Context: an optimization exercise on an open-source flow, tuned for a short achievable clock period and few clock cycles per item. The choices shown serve that exercise and are no tape-out recipe.
Function was checked by simulation only, so behaviour that the tests miss may differ from the original.
Power and IR drop assume default switching activity.

## fxd
module fxd #(
    parameter W  = 32,           
    parameter K  = 6,            
    parameter EW = 8             
) (
    input  wire            clk,
    input  wire            rst,
    input  wire            cmd_valid,
    input  wire [W+6:0]    cmd_word,
    output wire            cmd_ready,
    output wire            busy,
    output wire            done,
    output wire [1:0]      result,
    output wire [7:0]      ocount,
    output wire [EW-1:0]   errcode,
    output wire [16+EW-1:0] status,
    output wire            out_valid,
    output wire [7:0]      out_byte,
    output wire [1:0]      out_seg,
    output wire            out_seg_last,
    output wire            out_end,
    input  wire            snk_ready,
    input  wire            snk_err,
    input  wire [EW-1:0]   snk_code
);
Settings: LEC_CHECK=0, CAP_MARGIN=20, CORE_MARGIN=2, CORE_UTILIZATION=40, SLEW_MARGIN=20; clock period 17.0 ns.
standard.sh (not shown) runs the stock make flow with config.mk's settings and CLKGATE_MAP_FILE= SYNTH_SCRIPT=/design/flow/synth_recipe.tcl, a recipe that flattens the netlist after the stock synthesis.
==> flow/flow/run.sh <==
#!/bin/bash
# Own layout flow: the standard ORFS flow (standard synthesis, same
# constraints and clock period), with timing repair asked to leave extra
# setup slack so that the layout is optimised below the clock period.
set -euo pipefail
MARGIN=$(cat flow/margin.txt)
bash standard.sh SETUP_SLACK_MARGIN=$MARGIN TNS_END_PERCENT=100 finish > standard_flow.log 2>&1
==> flow/flow/margin.txt <==
12.6
Testbench counts at the start, summed over its fixed seeds: cycles 405,384, items 32,000.
==> next run, changes <==
--- a/flow/design.v
+++ b/flow/design.v
@@ -140,18 +140,46 @@
             s1_pos[a] = s1_ge[a] & ~s1_ge[a+1];
         s1_pos[9] = s1_ge[9];
         for (b = 1; b < 10; b = b + 1) begin
             s1_cj[b] = {W{1'b0}};
             for (a = 0; a < 10; a = a + 1)
                 if (s1_pos[a] && b * p10(a) < 34'h1_0000_0000)
                     s1_cj[b] = s1_cj[b] | (b * p10(a));
         end
     end
+    wire           s1_small = ~s1_ge[3];
+    wire [9:0]     s1_lo    = s1_ip[9:0];
+    reg  [3:0]     s1_sd;        
+    reg  [9:0]     s1_sr;        
+    reg  [9:0]     s1_sc [1:9];  
+    integer h;
+    always @(*) begin
+        s1_sd = 4'd0;
+        s1_sr = 10'd0;
+        if (s1_pos[0])
+            s1_sd = s1_lo[3:0];
+        for (h = 1; h < 10; h = h + 1) begin
+            if (s1_pos[1] && s1_lo >= 10 * h) begin
+                s1_sd = h;
+            end
+            if (s1_pos[2] && s1_lo >= 100 * h) begin
+                s1_sd = h;
+            end
+        end
+        for (h = 0; h < 10; h = h + 1) begin
+            if (s1_pos[1] && s1_lo >= 10 * h && !(h < 9 && s1_lo >= 10 * (h + 1)))
+                s1_sr = s1_sr | (s1_lo - 10 * h);
+            if (s1_pos[2] && s1_lo >= 100 * h && !(h < 9 && s1_lo >= 100 * (h + 1)))
+                s1_sr = s1_sr | (s1_lo - 100 * h);
+        end
+        for (h = 1; h < 10; h = h + 1)
+            s1_sc[h] = s1_pos[2] ? 10 * h : h;
+    end
     reg [W:0]   in_df [1:9];
     reg [9:0]   in_ge;
     reg [3:0]   in_dig;
     reg [W-1:0] in_rem;
     reg [W-1:0] in_cj [1:9];
     always @(*) begin
         in_ge[0] = 1'b1;
         for (b = 1; b < 10; b = b + 1) begin
             in_df[b] = addp(rem_q, ~cj_q[b], 1'b1);       
@@ -178,61 +206,68 @@
     wire [W-1:0] fr_next = fr_nx[W-1:0];
     wire         fr_last = (fa_q[W-2:0] == 0) || (fc_q == K - 1);
     wire [W:0]   fa_init = addp(fax_q, fu_q, 1'b0);
     reg        pv;
     reg [11:0] pr;
     always @(*) begin
         pv = 1'b0;
         pr = 12'd0;
         case (ph_q)
+            P_S1:   begin pv = s1_small; pr = {4'h3, s1_sd, 2'd1, s1_pos[0], 1'b0}; end
             P_INT:  begin pv = 1'b1; pr = {4'h3, in_dig, 2'd1, in_last, 1'b0}; end
             P_PT:   begin pv = 1'b1; pr = {8'h2E, 2'd2, 1'b1, 1'b0}; end
             P_FRAC: begin pv = 1'b1; pr = {4'h3, fr_dig, 2'd3, fr_last, fr_last}; end
             default: ;
         endcase
     end
     wire adv = ~sv_q;
     always @(posedge clk) begin
         if (rst)
             ph_q <= P_END;
         else if (rdy_q)
             ph_q <= P_S1;
         else if (adv) begin
             case (ph_q)
-                P_S1:   ph_q <= P_INT;
+                P_S1:   ph_q <= s1_pos[0] ? P_PT : P_INT;
                 P_INT:  if (in_last) ph_q <= P_PT;
                 P_PT:   ph_q <= P_FRAC;
                 P_FRAC: if (fr_last) ph_q <= P_END;
                 default: ;
             endcase
         end
     end
     integer g;
     always @(posedge clk) begin
         if (rdy_q) begin
             x_q   <= cmd_word[W-1:0] ^ {W{cmd_neg}};
             fb_q  <= cmd_word[W+5:W];
             for (g = 0; g <= W; g = g + 1) fh_q[g] <= (cmd_word[W+5:W] == g);
             for (g = 0; g < W; g = g + 1)  tm_q[g] <= (cmd_word[W+5:W] > g);
             neg_q <= cmd_neg;
         end
-        if (ph_q == P_INT)
+        if (ph_q == P_INT || ph_q == P_PT)
             fa_q <= fa_init[W-1:0];
         if (!rdy_q && adv) begin
             case (ph_q)
                 P_S1: begin
                     fax_q <= s1_fax;
                     fu_q  <= s1_u;
                     fk_q  <= s1_fk;
-                    rem_q <= s1_ip;
-                    k_q   <= s1_pos;
+                    if (s1_small) begin
+                        rem_q <= {{W-10{1'b0}}, s1_sr};
+                        k_q   <= s1_pos >> 1;
+                        for (g = 1; g < 10; g = g + 1) cj_q[g] <= {{W-10{1'b0}}, s1_sc[g]};
+                    end else begin
+                        rem_q <= s1_ip;
+                        k_q   <= s1_pos;
+                        for (g = 1; g < 10; g = g + 1) cj_q[g] <= s1_cj[g];
+                    end
                     cbig_q <= {5{s1_pos[9]}};
-                    for (g = 1; g < 10; g = g + 1) cj_q[g] <= s1_cj[g];
                 end
                 P_INT: begin
                     rem_q <= in_rem;
                     k_q   <= k_q >> 1;
                     cbig_q <= 5'd0;
                     for (g = 1; g < 10; g = g + 1) cj_q[g] <= in_cj[g];
                 end
                 P_PT:   fc_q <= 3'd0;
                 P_FRAC: begin
What happened:
- via count climbs by 12%
- setup slack is worse by 570 ps
- count of clock-buffer cells in the layout drops by 19
- worst hold slack gets better by 4.9 ps
- fmax went down by 11%
- power climbs by 12%
- area after synthesis rises by 6.3%
- routed wire length rises by 15%
Testbench counts after the change, summed over its fixed seeds: cycles 387,918, items 32,000.

-- port drivers added, routing unchanged --
Ports are ideal in the flow. The routed layouts listed here were re-timed in OpenROAD.
Step 1 sets driving cells, clkbuf_16 on the clock port and buf_2 on the other inputs (assumed; they add their load-dependent delay and slew).
Step 2 moves the port delays by t, midway between the first and last clock arrival at a register: inputs arrive t later, outputs are due t later. That takes back most of the time a late clock gives input paths.
Slacks: ideal / step 1 / step 2; pairs: ideal / step 1.
| run | t (ns) | slack for setup (ns) | worst slew at a driven data input, ns | cell pins on the clock port's net |
|---|---|---|---|---|
| the first run | 0.697 | 12.479 / 12.404 / 12.093 | 0.08 | 1 |
| the second run | 0.675 | 11.913 / 11.914 / 11.914 | 0.07 | 1 |
After both steps every run listed still meets setup and hold. The setup slack of the first run, which loses most, moves by -0.075 ns with the drivers and by -0.386 ns with both steps.
